This is an optimization exercise on Yosys and OpenROAD, whose aim is small area, a short achievable clock period and few clock cycles per item, not a production implementation.
Function was checked by simulation only, so behaviour that the tests miss may differ from the original.

$ cat design/flow/run.sh
#!/bin/bash
# synth_recipe.tcl (not shown) runs the flow's synth.tcl, then flattens the netlist and writes it again
# the make line also repeats each setting of config.mk as NAME=value (left out here)
make -C /OpenROAD-flow-scripts/flow DESIGN_CONFIG=/design/flow/config.mk WORK_HOME=/design/flow/orfs CLKGATE_MAP_FILE= SYNTH_SCRIPT=/design/flow/synth_recipe.tcl finish
$ cat design/flow/config.mk
export PLATFORM = sky130hd
export DESIGN_NAME = csc_elem
export DESIGN_NICKNAME = csc_elem
export VERILOG_FILES = /design/flow/design.v
export SDC_FILE = /design/flow/constraint.sdc
export NUM_CORES = 4
export LEC_CHECK = 0
export CAP_MARGIN = 20
export CORE_MARGIN = 2
export CORE_UTILIZATION = 30
export PLACE_DENSITY = 0.45
export SLEW_MARGIN = 20
$ cat design/flow/constraint.sdc
create_clock -name core_clock -period 28.0 [get_ports {clk}]
set_input_delay 5.6000 -clock core_clock [delete_from_list [all_inputs] [get_ports {clk}]]
set_output_delay 5.6000 -clock core_clock [all_outputs]
set_load 0.01 [all_outputs]
$ cat design/flow/design.v
module csc_fp_add_s1 (
    input  wire [31:0] a,
    input  wire [31:0] b,
    input  wire        sub,    
    output wire [40:0] mid
);
    wire        sa = a[31];
    wire        sb = b[31] ^ sub;
    wire [7:0]  ea = a[30:23];
    wire [7:0]  eb = b[30:23];
    wire        a_nan = (ea == 8'hFF) && (a[22:0] != 0);
    wire        b_nan = (eb == 8'hFF) && (b[22:0] != 0);
    wire        a_inf = (ea == 8'hFF) && (a[22:0] == 0);
    wire        b_inf = (eb == 8'hFF) && (b[22:0] == 0);
    wire        eff_sub = sa ^ sb;
    wire        is_nan = a_nan || b_nan || (a_inf && b_inf && eff_sub);
    wire        is_inf = a_inf || b_inf;
    wire        inf_s  = a_inf ? sa : sb;
    wire        swap = b[30:0] > a[30:0];
    wire [30:0] l    = swap ? b[30:0] : a[30:0];
    wire [30:0] s    = swap ? a[30:0] : b[30:0];
    wire        sl   = swap ? sb : sa;
    wire [7:0]  el   = (l[30:23] == 0) ? 8'd1 : l[30:23];
    wire [7:0]  es   = (s[30:23] == 0) ? 8'd1 : s[30:23];
    wire [23:0] ml   = {l[30:23] != 0, l[22:0]};
    wire [23:0] ms   = {s[30:23] != 0, s[22:0]};
    wire [7:0]  d    = el - es;
    wire [4:0]  dd   = (d > 8'd27) ? 5'd27 : d[4:0];
    wire [25:0] t    = {ms, 2'b00};
    wire [25:0] ts   = t >> dd;
    wire        lost = |(t & ~({26{1'b1}} << dd));
    wire [26:0] al   = {ts, lost};
    wire [26:0] lw   = {ml, 3'b000};
    wire [27:0] sum  = eff_sub ? ({1'b0, lw} - {1'b0, al}) : ({1'b0, lw} + {1'b0, al});
    assign mid = {is_nan ? 2'd1 : is_inf ? 2'd2 : 2'd0, inf_s, sl, eff_sub, el, sum};
endmodule
module csc_fp_add_s2 (
    input  wire [40:0] mid,
    output reg  [31:0] y
);
    localparam [31:0] QNAN = 32'h7FC00000;
    wire [1:0]  spec    = mid[40:39];
    wire        inf_s   = mid[38];
    wire        sl      = mid[37];
    wire        eff_sub = mid[36];
    wire [7:0]  el      = mid[35:28];
    wire [27:0] sum     = mid[27:0];
    wire [7:0]  lim  = el - 8'd1;
    wire [26:0] mark = (lim > 8'd26) ? 27'd0 : (27'h4000000 >> lim[4:0]);
    wire [26:0] v0   = sum[26:0];
    wire [26:0] z0   = v0 | mark;
    wire        c4 = (z0[26:11] == 0);
    wire [26:0] z1 = c4 ? {z0[10:0], 16'd0} : z0;
    wire [26:0] v1 = c4 ? {v0[10:0], 16'd0} : v0;
    wire        c3 = (z1[26:19] == 0);
    wire [26:0] z2 = c3 ? {z1[18:0], 8'd0} : z1;
    wire [26:0] v2 = c3 ? {v1[18:0], 8'd0} : v1;
    wire        c2 = (z2[26:23] == 0);
    wire [26:0] z3 = c2 ? {z2[22:0], 4'd0} : z2;
    wire [26:0] v3 = c2 ? {v2[22:0], 4'd0} : v2;
    wire        c1 = (z3[26:25] == 0);
    wire [26:0] z4 = c1 ? {z3[24:0], 2'd0} : z3;
    wire [26:0] v4 = c1 ? {v3[24:0], 2'd0} : v3;
    wire        c0 = ~z4[26];
    wire [26:0] v5 = c0 ? {v4[25:0], 1'd0} : v4;
    wire [4:0]  sh = {c4, c3, c2, c1, c0};
    reg  [26:0] n;
    reg  [9:0]  e;
    reg  [7:0]  exp_enc;
    reg         rnd_up;
    always @* begin
        if (sum[27]) begin
            n = {sum[27:2], sum[1] | sum[0]};
            e = {2'b00, el} + 10'd1;
        end else begin
            n = v5;
            e = {2'b00, el} - {5'd0, sh};
        end
        exp_enc = n[26] ? e[7:0] : 8'd0;
        rnd_up  = n[2] & (n[1] | n[0] | n[3]);
        if (spec == 2'd1)
            y = QNAN;
        else if (spec == 2'd2)
            y = {inf_s, 8'hFF, 23'd0};
        else if (sum == 28'd0)
            y = {eff_sub ? 1'b0 : sl, 31'd0};
        else if (e >= 10'd255)
            y = {sl, 8'hFF, 23'd0};
        else
            y = {sl, exp_enc, n[25:3]} + {31'd0, rnd_up};
    end
endmodule
module csc_fp_add (
    input  wire [31:0] a,
    input  wire [31:0] b,
    input  wire        sub,
    output wire [31:0] y
);
    wire [40:0] mid;
    csc_fp_add_s1 u1 (.a(a), .b(b), .sub(sub), .mid(mid));
    csc_fp_add_s2 u2 (.mid(mid), .y(y));
endmodule
module csc_fp_add_p (
    input  wire        clk,
    input  wire        en,
    input  wire [31:0] a,
    input  wire [31:0] b,
    input  wire        sub,
    output wire [31:0] y
);
    wire [40:0] mid;
    reg  [40:0] mid_r;
    csc_fp_add_s1 u1 (.a(a), .b(b), .sub(sub), .mid(mid));
    csc_fp_add_s2 u2 (.mid(mid_r), .y(y));
    always @(posedge clk)
        if (en) mid_r <= mid;
endmodule
module csc_fp_mul_s1 (
    input  wire [31:0] a,
    input  wire [31:0] b,
    output wire [84:0] mid
);
    wire        s  = a[31] ^ b[31];
    wire [7:0]  ea = a[30:23];
    wire [7:0]  eb = b[30:23];
    wire        a_nan  = (ea == 8'hFF) && (a[22:0] != 0);
    wire        b_nan  = (eb == 8'hFF) && (b[22:0] != 0);
    wire        a_inf  = (ea == 8'hFF) && (a[22:0] == 0);
    wire        b_inf  = (eb == 8'hFF) && (b[22:0] == 0);
    wire        a_zero = (a[30:0] == 0);
    wire        b_zero = (b[30:0] == 0);
    wire [1:0]  spec = (a_nan || b_nan || (a_inf && b_zero) || (b_inf && a_zero)) ? 2'd1 :
                       (a_inf || b_inf) ? 2'd2 : (a_zero || b_zero) ? 2'd3 : 2'd0;
    wire [23:0] na, nb;
    wire [4:0]  lza, lzb;
    csc_fp_norm24 u_na (.m({ea != 0, a[22:0]}), .n(na), .lz(lza));
    csc_fp_norm24 u_nb (.m({eb != 0, b[22:0]}), .n(nb), .lz(lzb));
    wire [9:0]  ex = {2'b00, (ea == 0) ? 8'd1 : ea} + {2'b00, (eb == 0) ? 8'd1 : eb}
                   - {5'd0, lza} - {5'd0, lzb} - 10'd127;
    wire [35:0] ph = na * nb[23:12];
    wire [35:0] pl = na * nb[11:0];
    assign mid = {spec, s, ex, ph, pl};
endmodule
module csc_fp_mul_s2 (
    input  wire [84:0] mid,
    output reg  [31:0] y
);
    localparam [31:0] QNAN = 32'h7FC00000;
    wire [1:0]  spec = mid[84:83];
    wire        s    = mid[82];
    wire [9:0]  ex0  = mid[81:72];
    wire [35:0] ph   = mid[71:36];
    wire [35:0] pl   = mid[35:0];
    wire [47:0] p  = {ph, 12'd0} + {12'd0, pl};
    wire signed [9:0] ex = $signed(ex0) + $signed({9'd0, p[47]});
    wire [47:0] m  = p[47] ? p : {p[46:0], 1'b0};
    wire [26:0] mc = {m[47:22], |m[21:0]};
    wire        tiny = (ex < 10'sd1);
    wire signed [9:0] shw = 10'sd1 - ex;
    wire [4:0]  shr = !tiny ? 5'd0 : (shw > 10'sd26) ? 5'd26 : shw[4:0];
    wire [26:0] q    = mc >> shr;
    wire        lost = |(mc & ~({27{1'b1}} << shr));
    wire        g    = q[2];
    wire        st   = q[1] | q[0] | lost;
    wire        rnd_up = g & (st | q[3]);
    wire [7:0]  exp_enc = tiny ? 8'd0 : ex[7:0];
    always @* begin
        if (spec == 2'd1)
            y = QNAN;
        else if (spec == 2'd2)
            y = {s, 8'hFF, 23'd0};
        else if (spec == 2'd3)
            y = {s, 31'd0};
        else if (ex > 10'sd254)
            y = {s, 8'hFF, 23'd0};
        else
            y = {s, exp_enc, q[25:3]} + {31'd0, rnd_up};
    end
endmodule
module csc_fp_mul (
    input  wire [31:0] a,
    input  wire [31:0] b,
    output wire [31:0] y
);
    wire [84:0] mid;
    csc_fp_mul_s1 u1 (.a(a), .b(b), .mid(mid));
    csc_fp_mul_s2 u2 (.mid(mid), .y(y));
endmodule
module csc_fp_mul_p (
    input  wire        clk,
    input  wire        en,
    input  wire [31:0] a,
    input  wire [31:0] b,
    output wire [31:0] y
);
    wire [84:0] mid;
    reg  [84:0] mid_r;
    csc_fp_mul_s1 u1 (.a(a), .b(b), .mid(mid));
    csc_fp_mul_s2 u2 (.mid(mid_r), .y(y));
    always @(posedge clk)
        if (en) mid_r <= mid;
endmodule
module csc_fp_norm24 (
    input  wire [23:0] m,
    output wire [23:0] n,
    output wire [4:0]  lz
);
    wire        c4 = (m[23:8] == 0);
    wire [23:0] m1 = c4 ? {m[7:0], 16'd0} : m;
    wire        c3 = (m1[23:16] == 0);
    wire [23:0] m2 = c3 ? {m1[15:0], 8'd0} : m1;
    wire        c2 = (m2[23:20] == 0);
    wire [23:0] m3 = c2 ? {m2[19:0], 4'd0} : m2;
    wire        c1 = (m3[23:22] == 0);
    wire [23:0] m4 = c1 ? {m3[21:0], 2'd0} : m3;
    wire        c0 = ~m4[23];
    assign n  = c0 ? {m4[22:0], 1'b0} : m4;
    assign lz = {c4, c3, c2, c1, c0};
endmodule
module csc_fp_round (
    input  wire [31:0] x,
    output reg  [31:0] y
);
    wire [7:0]  e  = x[30:23];
    wire [23:0] m  = {1'b1, x[22:0]};
    wire [7:0]  fbw = 8'd150 - e;                
    wire [4:0]  fb  = fbw[4:0];
    reg  [24:0] keep_mask;
    reg  [24:0] m2;
    reg         half;
    always @* begin
        keep_mask = {25{1'b1}} << fb;
        half      = m[fb - 5'd1];
        m2        = ({1'b0, m} & keep_mask) + (half ? (25'd1 << fb) : 25'd0);
        if (e == 8'hFF && x[22:0] != 0)
            y = 32'h7FC00000;
        else if (e >= 8'd150)
            y = x;
        else if (e < 8'd126)
            y = {x[31], 31'd0};
        else if (m2[24])
            y = {x[31], e + 8'd1, m2[23:1]};
        else
            y = {x[31], e, m2[22:0]};
    end
endmodule
module csc_elem (
    input  wire        clk,
    input  wire        rst,         
    input  wire        in_valid,
    output wire        in_ready,
    input  wire [2:0]  in_op,       
    input  wire [31:0] in_max,      
    input  wire [31:0] in_half,     
    input  wire [31:0] in_kscale,   
    input  wire [31:0] in_x0,
    input  wire [31:0] in_x1,
    input  wire [31:0] in_x2,
    input  wire [31:0] in_x3,
    output wire        out_valid,
    input  wire        out_ready,
    output wire [31:0] out_y0,
    output wire [31:0] out_y1,
    output wire [31:0] out_y2
);
    localparam [31:0] F_NZERO = 32'h80000000;    
    localparam [31:0] F_ONE   = 32'h3F800000;    
    localparam [31:0] C_1402 = 32'h3FB374BC, C_0344136 = 32'h3EB03298, C_0714136 = 32'h3F36D19E;
    localparam [31:0] C_1772 = 32'h3FE2D0E5, C_0299 = 32'h3E991687, C_0587 = 32'h3F1645A2;
    localparam [31:0] C_0114 = 32'h3DE978D5, C_0168736 = 32'h3E2CC921, C_0331264 = 32'h3EA99B6F;
    localparam [31:0] C_05 = 32'h3F000000, C_0418688 = 32'h3ED65E46, C_0081312 = 32'h3DA686E8;
    localparam [1:0] K_CMY = 2'd0, K_YCC = 2'd1, K_RGB = 2'd2;
    localparam TW = 7;
    reg        stall;
    wire       adv = ~stall;
    reg [1:0]  ph;
    reg        started;
    reg [1:0]  slot_ctr, cur_slot;
    wire [1:0] in_kind = (in_op == 3'd3) ? K_YCC : (in_op == 3'd4) ? K_RGB :
                         (in_op == 3'd1 || in_op == 3'd2) ? K_CMY : K_RGB;
    wire       issue   = in_valid && (ph == 2'd0 || started);
    wire [1:0] is_slot = (ph == 2'd0) ? slot_ctr : cur_slot;
    assign in_ready = started && (ph == 2'd2) && !stall;
    reg [31:0] ctx_m  [0:3];    
    reg [31:0] ctx_a  [0:3];    
    reg [31:0] ctx_k  [0:3];    
    reg [31:0] ctx_ks [0:3];    
    reg [31:0] ctx_kp [0:3];    
    reg [TW-1:0] tk0;
    reg [31:0]   p0_a, p0_b;
    reg          p0_sub;
    reg [31:0] sel_a, sel_b;
    reg        sel_sub;
    always @* begin
        sel_a = in_max; sel_b = in_x0; sel_sub = 1'b1;
        case (in_kind)
        K_YCC:
            case (ph)
            2'd0:    begin sel_a = in_x1;  sel_b = in_half; sel_sub = 1'b1; end    
            2'd1:    begin sel_a = in_x2;  sel_b = in_half; sel_sub = 1'b1; end    
            default: begin sel_a = in_max; sel_b = F_NZERO; sel_sub = 1'b0; end    
            endcase
        default:    
            case (ph)
            2'd0:    begin sel_a = in_max; sel_b = in_x0; end
            2'd1:    begin sel_a = in_max; sel_b = in_x1; end
            default: begin sel_a = in_max; sel_b = in_x2; end
            endcase
        endcase
    end
    always @(posedge clk) begin
        if (rst) begin
            ph       <= 2'd0;
            started  <= 1'b0;
            slot_ctr <= 2'd0;
            tk0      <= {TW{1'b0}};
        end else if (adv) begin
            ph  <= (ph == 2'd2) ? 2'd0 : ph + 2'd1;
            tk0 <= {issue, in_kind, ph, is_slot};
            if (ph == 2'd0 && in_valid) begin
                started  <= 1'b1;
                cur_slot <= slot_ctr;
                slot_ctr <= slot_ctr + 2'd1;
            end else if (ph == 2'd2) begin
                started  <= 1'b0;
            end
        end
        if (!rst && adv) begin
            p0_a   <= sel_a;
            p0_b   <= sel_b;
            p0_sub <= sel_sub;
            if (ph == 2'd0 && in_valid) begin
                ctx_m[slot_ctr]  <= in_max;
                ctx_a[slot_ctr]  <= (in_kind == K_YCC) ? in_x0 : in_half;
                ctx_k[slot_ctr]  <= in_x3;
                ctx_ks[slot_ctr] <= in_kscale;
            end
        end
    end
    wire [31:0] p1_y;
    csc_fp_add_p u_p1 (.clk(clk), .en(adv), .a(p0_a), .b(p0_b), .sub(p0_sub), .y(p1_y));
    reg [TW-1:0] tk1a, tk1;
    reg [31:0]   p1_r;
    always @(posedge clk) begin
        if (rst) begin tk1a <= {TW{1'b0}}; tk1 <= {TW{1'b0}}; end
        else if (adv) begin tk1a <= tk0; tk1 <= tk1a; end
        if (adv) p1_r <= p1_y;
    end
    wire [1:0]  k1 = tk1[5:4];
    wire [31:0] p2_a = (k1 == K_RGB) ? ctx_m[tk1[1:0]] : p1_r;
    wire [31:0] p2_b = (k1 == K_RGB) ? p1_r : F_NZERO;
    wire [31:0] p2_y;
    csc_fp_add_p u_p2 (.clk(clk), .en(adv), .a(p2_a), .b(p2_b), .sub(k1 == K_RGB), .y(p2_y));
    reg [TW-1:0] tk2a, tk2;
    reg [31:0]   p2_r;
    always @(posedge clk) begin
        if (rst) begin tk2a <= {TW{1'b0}}; tk2 <= {TW{1'b0}}; end
        else if (adv) begin tk2a <= tk1; tk2 <= tk2a; end
        if (adv) p2_r <= p2_y;
    end
    reg [31:0] g0, g1, x0r, x1r, x2r;
    reg [TW-1:0] tkx;           
    reg [1:0]  l2_cnt;          
    wire       l2_start = tk2[6] && tk2[3:2] == 2'd2;
    always @(posedge clk) begin
        if (rst) begin
            l2_cnt <= 2'd0;
        end else if (adv) begin
            if (l2_start)            l2_cnt <= 2'd1;
            else if (l2_cnt == 2'd1) l2_cnt <= 2'd2;
            else                     l2_cnt <= 2'd0;
        end
        if (adv) begin
            if (tk2[3:2] == 2'd0) g0 <= p2_r;
            if (tk2[3:2] == 2'd1) g1 <= p2_r;
            if (l2_start) begin
                x0r <= g0; x1r <= g1; x2r <= p2_r; tkx <= tk2;
            end
        end
    end
    wire [31:0] x0 = l2_start ? g0   : x0r;
    wire [31:0] x1 = l2_start ? g1   : x1r;
    wire [31:0] x2 = l2_start ? p2_r : x2r;
    wire [1:0]  lk = l2_start ? tk2[5:4] : tkx[5:4];
    wire [1:0]  ls = l2_start ? tk2[1:0] : tkx[1:0];
    wire [1:0]  lc = l2_start ? 2'd0 : l2_cnt;
    wire        lv = l2_start || (l2_cnt != 2'd0);
    wire [TW-1:0] tkl2 = {lv, lk, lc, ls};
    reg [31:0] ma_a, ma_b, mb_a, mb_b, mc_a, mc_b;
    always @* begin
        ma_a = x0; ma_b = F_ONE; mb_a = x1; mb_b = F_ONE; mc_a = x2; mc_b = F_ONE;
        case (lk)
        K_RGB:
            case (lc)
            2'd0:    begin ma_b = C_0299;    mb_b = C_0587;    mc_b = C_0114;    end
            2'd1:    begin ma_b = C_0168736; mb_b = C_0331264; mc_b = C_05;      end
            default: begin ma_b = C_05;      mb_b = C_0418688; mc_b = C_0081312; end
            endcase
        K_YCC:
            case (lc)
            2'd0:    begin ma_a = x1; ma_b = C_1402; mb_a = ctx_k[ls]; mb_b = ctx_ks[ls]; end
            2'd1:    begin ma_a = x0; ma_b = C_0344136; mb_a = x1; mb_b = C_0714136; end
            default: begin ma_a = x0; ma_b = C_1772; end
            endcase
        default:    
            case (lc)
            2'd0:    ma_a = x0;
            2'd1:    ma_a = x1;
            default: ma_a = x2;
            endcase
        endcase
    end
    wire [31:0] ma_y, mb_y, mc_y;
    csc_fp_mul_p u_ma (.clk(clk), .en(adv), .a(ma_a), .b(ma_b), .y(ma_y));
    csc_fp_mul_p u_mb (.clk(clk), .en(adv), .a(mb_a), .b(mb_b), .y(mb_y));
    csc_fp_mul_p u_mc (.clk(clk), .en(adv), .a(mc_a), .b(mc_b), .y(mc_y));
    reg [TW-1:0] tk3a, tk3;
    reg [31:0]   pa, pb, pc;
    always @(posedge clk) begin
        if (rst) begin tk3a <= {TW{1'b0}}; tk3 <= {TW{1'b0}}; end
        else if (adv) begin tk3a <= tkl2; tk3 <= tk3a; end
        if (adv) begin pa <= ma_y; pb <= mb_y; pc <= mc_y; end
    end
    wire [1:0]  k3 = tk3[5:4];
    wire [1:0]  c3 = tk3[3:2];
    always @(posedge clk)
        if (adv && tk3[6] && k3 == K_YCC && c3 == 2'd0) ctx_kp[tk3[1:0]] <= pb;
    reg [31:0] l3_a, l3_b;
    reg        l3_sub;
    always @* begin
        l3_a = ctx_a[tk3[1:0]]; l3_b = pa; l3_sub = 1'b0;
        case (k3)
        K_RGB:   begin
                     if (c3 == 2'd0) l3_a = pb;
                     l3_sub = (c3 == 2'd1);
                 end
        K_YCC:   l3_sub = (c3 == 2'd1);
        default: begin l3_a = pa; l3_b = F_NZERO; end
        endcase
    end
    wire [31:0] l3_y;
    csc_fp_add_p u_l3 (.clk(clk), .en(adv), .a(l3_a), .b(l3_b), .sub(l3_sub), .y(l3_y));
    reg [TW-1:0] tk4a, tk4;
    reg [31:0]   s4, pb4a, pc4a, pb4, pc4;
    always @(posedge clk) begin
        if (rst) begin tk4a <= {TW{1'b0}}; tk4 <= {TW{1'b0}}; end
        else if (adv) begin tk4a <= tk3; tk4 <= tk4a; end
        if (adv) begin s4 <= l3_y; pb4a <= pb; pc4a <= pc; pb4 <= pb4a; pc4 <= pc4a; end
    end
    wire [1:0]  k4 = tk4[5:4];
    wire [1:0]  c4 = tk4[3:2];
    reg [31:0] l4_b;
    reg        l4_sub;
    always @* begin
        l4_b = F_NZERO; l4_sub = 1'b0;
        if (k4 == K_RGB) begin
            l4_b = (c4 == 2'd0) ? pc4 : pb4;
            l4_sub = (c4 != 2'd0);
        end else if (k4 == K_YCC && c4 == 2'd1) begin
            l4_b = pb4; l4_sub = 1'b1;
        end
    end
    wire [31:0] l4_y;
    csc_fp_add_p u_l4 (.clk(clk), .en(adv), .a(s4), .b(l4_b), .sub(l4_sub), .y(l4_y));
    wire [31:0] rnd_y;
    csc_fp_round u_rnd (.x(l4_y), .y(rnd_y));
    reg [TW-1:0] tk5a, tk5;
    reg [31:0]   s5, pc5a, pc5;
    always @(posedge clk) begin
        if (rst) begin tk5a <= {TW{1'b0}}; tk5 <= {TW{1'b0}}; end
        else if (adv) begin tk5a <= tk4; tk5 <= tk5a; end
        if (adv) begin s5 <= (tk5a[5:4] == K_YCC) ? rnd_y : l4_y; pc5a <= pc4; pc5 <= pc5a; end
    end
    wire [1:0]  k5 = tk5[5:4];
    wire [1:0]  c5 = tk5[3:2];
    reg [31:0] l5_a, l5_b;
    reg        l5_sub;
    always @* begin
        l5_a = s5; l5_b = F_NZERO; l5_sub = 1'b0;
        if (k5 == K_YCC) begin
            l5_a = pc5; l5_b = s5; l5_sub = 1'b1;
        end else if (k5 == K_RGB && c5 != 2'd0) begin
            l5_b = pc5; l5_sub = (c5 == 2'd2);
        end
    end
    wire [31:0] l5_y;
    csc_fp_add_p u_l5 (.clk(clk), .en(adv), .a(l5_a), .b(l5_b), .sub(l5_sub), .y(l5_y));
    reg [TW-1:0] tk6a, tk6;
    reg [31:0]   d6;
    always @(posedge clk) begin
        if (rst) begin tk6a <= {TW{1'b0}}; tk6 <= {TW{1'b0}}; end
        else if (adv) begin tk6a <= tk5; tk6 <= tk6a; end
        if (adv) d6 <= l5_y;
    end
    wire [31:0] l6_b = (tk6[5:4] == K_YCC) ? ctx_kp[tk6[1:0]] : F_ONE;
    wire [31:0] l6_y;
    csc_fp_mul_p u_l6 (.clk(clk), .en(adv), .a(d6), .b(l6_b), .y(l6_y));
    reg [TW-1:0] tk7a, tk7;
    reg [31:0]   y7;
    always @(posedge clk) begin
        if (rst) begin tk7a <= {TW{1'b0}}; tk7 <= {TW{1'b0}}; end
        else if (adv) begin tk7a <= tk6; tk7 <= tk7a; end
        if (adv) y7 <= l6_y;
    end
    reg [31:0] ya0, ya1, o0, o1, o2;
    reg        ov;
    wire       done    = tk7[6] && tk7[3:2] == 2'd2;
    wire       take    = ov && out_ready;
    wire       load    = adv && done;
    wire       ov_next = load || (ov && !out_ready);
    wire [TW-1:0] tk7_next = adv ? tk7a : tk7;
    always @(posedge clk) begin
        if (rst) begin
            ov    <= 1'b0;
            stall <= 1'b0;
        end else begin
            ov    <= ov_next;
            stall <= ov_next && tk7_next[6] && tk7_next[3:2] == 2'd2;
        end
        if (adv) begin
            if (tk7[6] && tk7[3:2] == 2'd0) ya0 <= y7;
            if (tk7[6] && tk7[3:2] == 2'd1) ya1 <= y7;
            if (done) begin o0 <= ya0; o1 <= ya1; o2 <= y7; end
        end
    end
    assign out_valid = ov;
    assign out_y0 = o0;
    assign out_y1 = o1;
    assign out_y2 = o2;
endmodule
==> reports/metrics.yaml <==
status: "no timing/DRC/antenna violations"
via_count: 186000
clk_latency_ns: 1.00
fillers: 77500
drcViolationCount: 0
die_area_mm2: 0.757
wl_per_cell_um: 23.8
htreeDepth: 5
clk_pin_slew_worst_paths_ns: 0.06
antenna_left: 0
criticalPathCategory: "register to register"
clock-sinks: 2166
drt-vias-per-instance: 5.35
cts_made_buffers: 271
die_h_um: 870
first_pass_iters: 8
clockBufferDepth: 4
power.density_mw_per_mm2: 86.6
ys_types: 121
min_path_cells: 0
gr-total-overflow: 0
track_usage_pct: 21.1
p_total_mw: 21.6
fin_area_mm2: 0.249
cts_hold_buffers: 0
cts_tree: "done"
crit_path_frequent_cell: "o21ai_0"
ir_worst_vdd_uv: 134
syn_area_mm2: 0.225
start_kind: "register"
synth_seq_area_share_pct: 28.4
place_area_mm2: 0.240
core-area_mm2: 0.748
cp_slowest_cell: "or4_1"
drv_slew: 0
root_buffer: "clkbuf_16"
synth_cells: 24900
final_cell_mix: "nand2_1 (2841), inv_1 (2717), nor2_1 (2227), edfxtp_1 (2054), fa_1 (1715)"
cts_resized: 0
antenna_found_initial: 44
rr_worst_depth: 56
synth_seq_cells: 2166
critical_path_buf_inv_count: 9
finalCritPeriodShare_pct: 63.3
hold_class: "register to register"
final_nets: 28000
synth_async_sr_flop_share_pct: 0
clock.fmax_mhz: 56.4
synthesis.nets: 28200
finalWirelength_mm: 829
hold_ws_ns: 0.383
drive_above_1_share_pct: 6.83
rows: 318
finalSetupTns_ns: 0
relSlewSlack_pct: 21.2
die_w_um: 870
grt_first_pass_wirelength_mm: 1240
path_max_fanout: 42
finalSetupViolations: 0
critical_path.top_delay_family: "compound AO/OA/AOI/OAI gates"
grt_pass1_vias: 185000
drv_cap: 0
gp_congestion: 0.919
drtIter0Drc: 15900
cts_setup_buffers: 0
worstSetupPathDepth: 56
crit_required_ns: 28.72
worstMarginPinSlew_ns: 1.18
synth_edf_count: 2054
grt_max_degree: 135
finalCriticalPeriod_ns: 17.73
p_leak_nw: 102
ios: 329
worstSetupEndpointType: "register"
initial_core_util_pct: 30.0
rsz0062_at_grt: "false"
area_delta_synth_final_pct: 10.8
slowest_delay_ns: 0.91
postSynthAreaPerCell_um2: 9.04
yosys_warnings: 6
cp.arrival_ns: 18.45
final_common_cell: "nand2_1"
finClkSkew_ns: 0.0838
port-buffer-count: 328
synth_ff_type: "edfxtp_1"
final-hold-violation-count: 0
dp_hpwl_mm: 649
[registers in the layout, indices dropped and copies added, names as in the netlist, 83 cells and up, named ones only]
name	count
ctx_kp	128
ctx_k	128
u_mc.mid_r	83
ctx_m	128
ctx_a	128
u_mb.mid_r	85
ctx_ks	128
u_l6.mid_r	85
u_ma.mid_r	85
[final cells by class]
type,instances,area [um^2],share of cell area [%]
Antenna cell,10,25.0,0.0100
Clock inverter,155,1760,0.704
Multi-Input combinational cell,18700,147000,58.9
Inverter,2750,10300,4.15
Clock buffer,331,7160,2.87
Sequential cell,2166,63900,25.7
Timing Repair Buffer,803,6880,2.76
Tap cell,9920,12400,4.98
[cells by family (layout without fill, tap and decap cells)]
group | count (synthesis) | after routing | synth area share [%]
buffers and inverters | 4022 | 4039 | 6.74
multiplexers | 1249 | 1249 | 6.51
AND/OR/NAND/NOR | 8061 | 8061 | 16.4
XOR/XNOR | 796 | 796 | 3.11
adder cells (fa/ha/maj) | 3108 | 3108 | 23.0
AO/OA/AOI/OAI | 5479 | 5479 | 15.8
other | 0 | 10 | 0
flip-flops | 2166 | 2166 | 28.4
[final timing paths]
path                                                 end                 from  slack [ns]
worst max-delay path            u_mb.mid_r[70]$_DFFE_PN_  tk2[3]$_SDFFE_PP0N_       10.27
worst min-delay path                   pb4[16]$_DFFE_PN_   pb4a[16]$_DFFE_PN_        0.38
worst max register to register  u_mb.mid_r[70]$_DFFE_PN_  tk2[3]$_SDFFE_PP0N_       10.27
worst min register to register         pb4[16]$_DFFE_PN_   pb4a[16]$_DFFE_PN_        0.38
[cells in the mapped netlist (all sizes together) (60+ instances only)]
cell,n,area [um^2]
nor3,460,2300
o21a,148,1110
nor4,187,1180
o21bai,134,1010
nand3,588,2940
clkbuf,1080,4060
a211oi,282,2130
mux2,184,2070
o211ai,246,1860
a221o,63,631
or3,139,870
nand2b,238,1490
o21ai,1373,6880
xnor2,544,4770
mux2i,913,9140
o221ai,60,526
nand4,213,1330
inv,2733,10300
o22ai,109,688
edfxtp,2054,61700
fa,1715,34300
buf,191,772
a31oi,208,1310
o31ai,118,896
nor2,2253,8460
a221oi,79,698
ha,1389,17400
a21boi,106,796
nand2,2847,10700
dfxtp,112,2240
a2111oi,67,631
and3,185,1160
and2,269,1680
mux4,152,3420
xor2,252,2210
or2,177,1110
a22oi,102,766
a21o,304,2280
a21oi,1409,7060
nor2b,241,1510
[power by group]
part | internal (mW) | switching (mW) | total [mW]
registers | 4.48 | 0.983 | 5.46
clock network | 2.06 | 1.51 | 3.57
logic | 4.35 | 8.20 | 12.6
[per-layer routing]
metal | global-route usage (%) | part of all wire [%]
met3 | 2.21 | 4.9
met2 | 35.1 | 47
met4 | 6.59 | 3.6
met5 | 0 | 0.0025
met1 | 29.0 | 45
[per-stage QoR]
stage	cells	utilization (%)	setup slack, ns
floorplan	24900	-	8.87
global placement	34300	32.1	10.34
detailed placement	34300	32.1	10.30
CTS	34800	33.3	10.25
global route	34800	33.3	8.63
finish	34800	33.3	10.27
Testbench counts, summed over its fixed seeds: cycles 7,360, items 2,400.

==> port drivers added, routing unchanged <==
Ports are ideal in the flow. The routed layout listed here was re-timed in OpenROAD.
Step 1 assumes that a clkbuf_16 drives the clock port and a buf_2 every other input.
Step 2 times the ports against the registers' clock, not the clock port: input delays grow and output delays shrink by t, the midpoint of the rising clock arrivals with the driver on.
Three values: no drivers, after step 1, after step 2; two values: the first two.
t (ns): 1.090
setup WS [ns]: 10.272 / 10.272 / 10.272
cell pins on the clock port's net: 1
After both steps this run still meets setup and hold. The setup slack of this run moves by 0.000 ns with the drivers and by 0.000 ns with both steps.
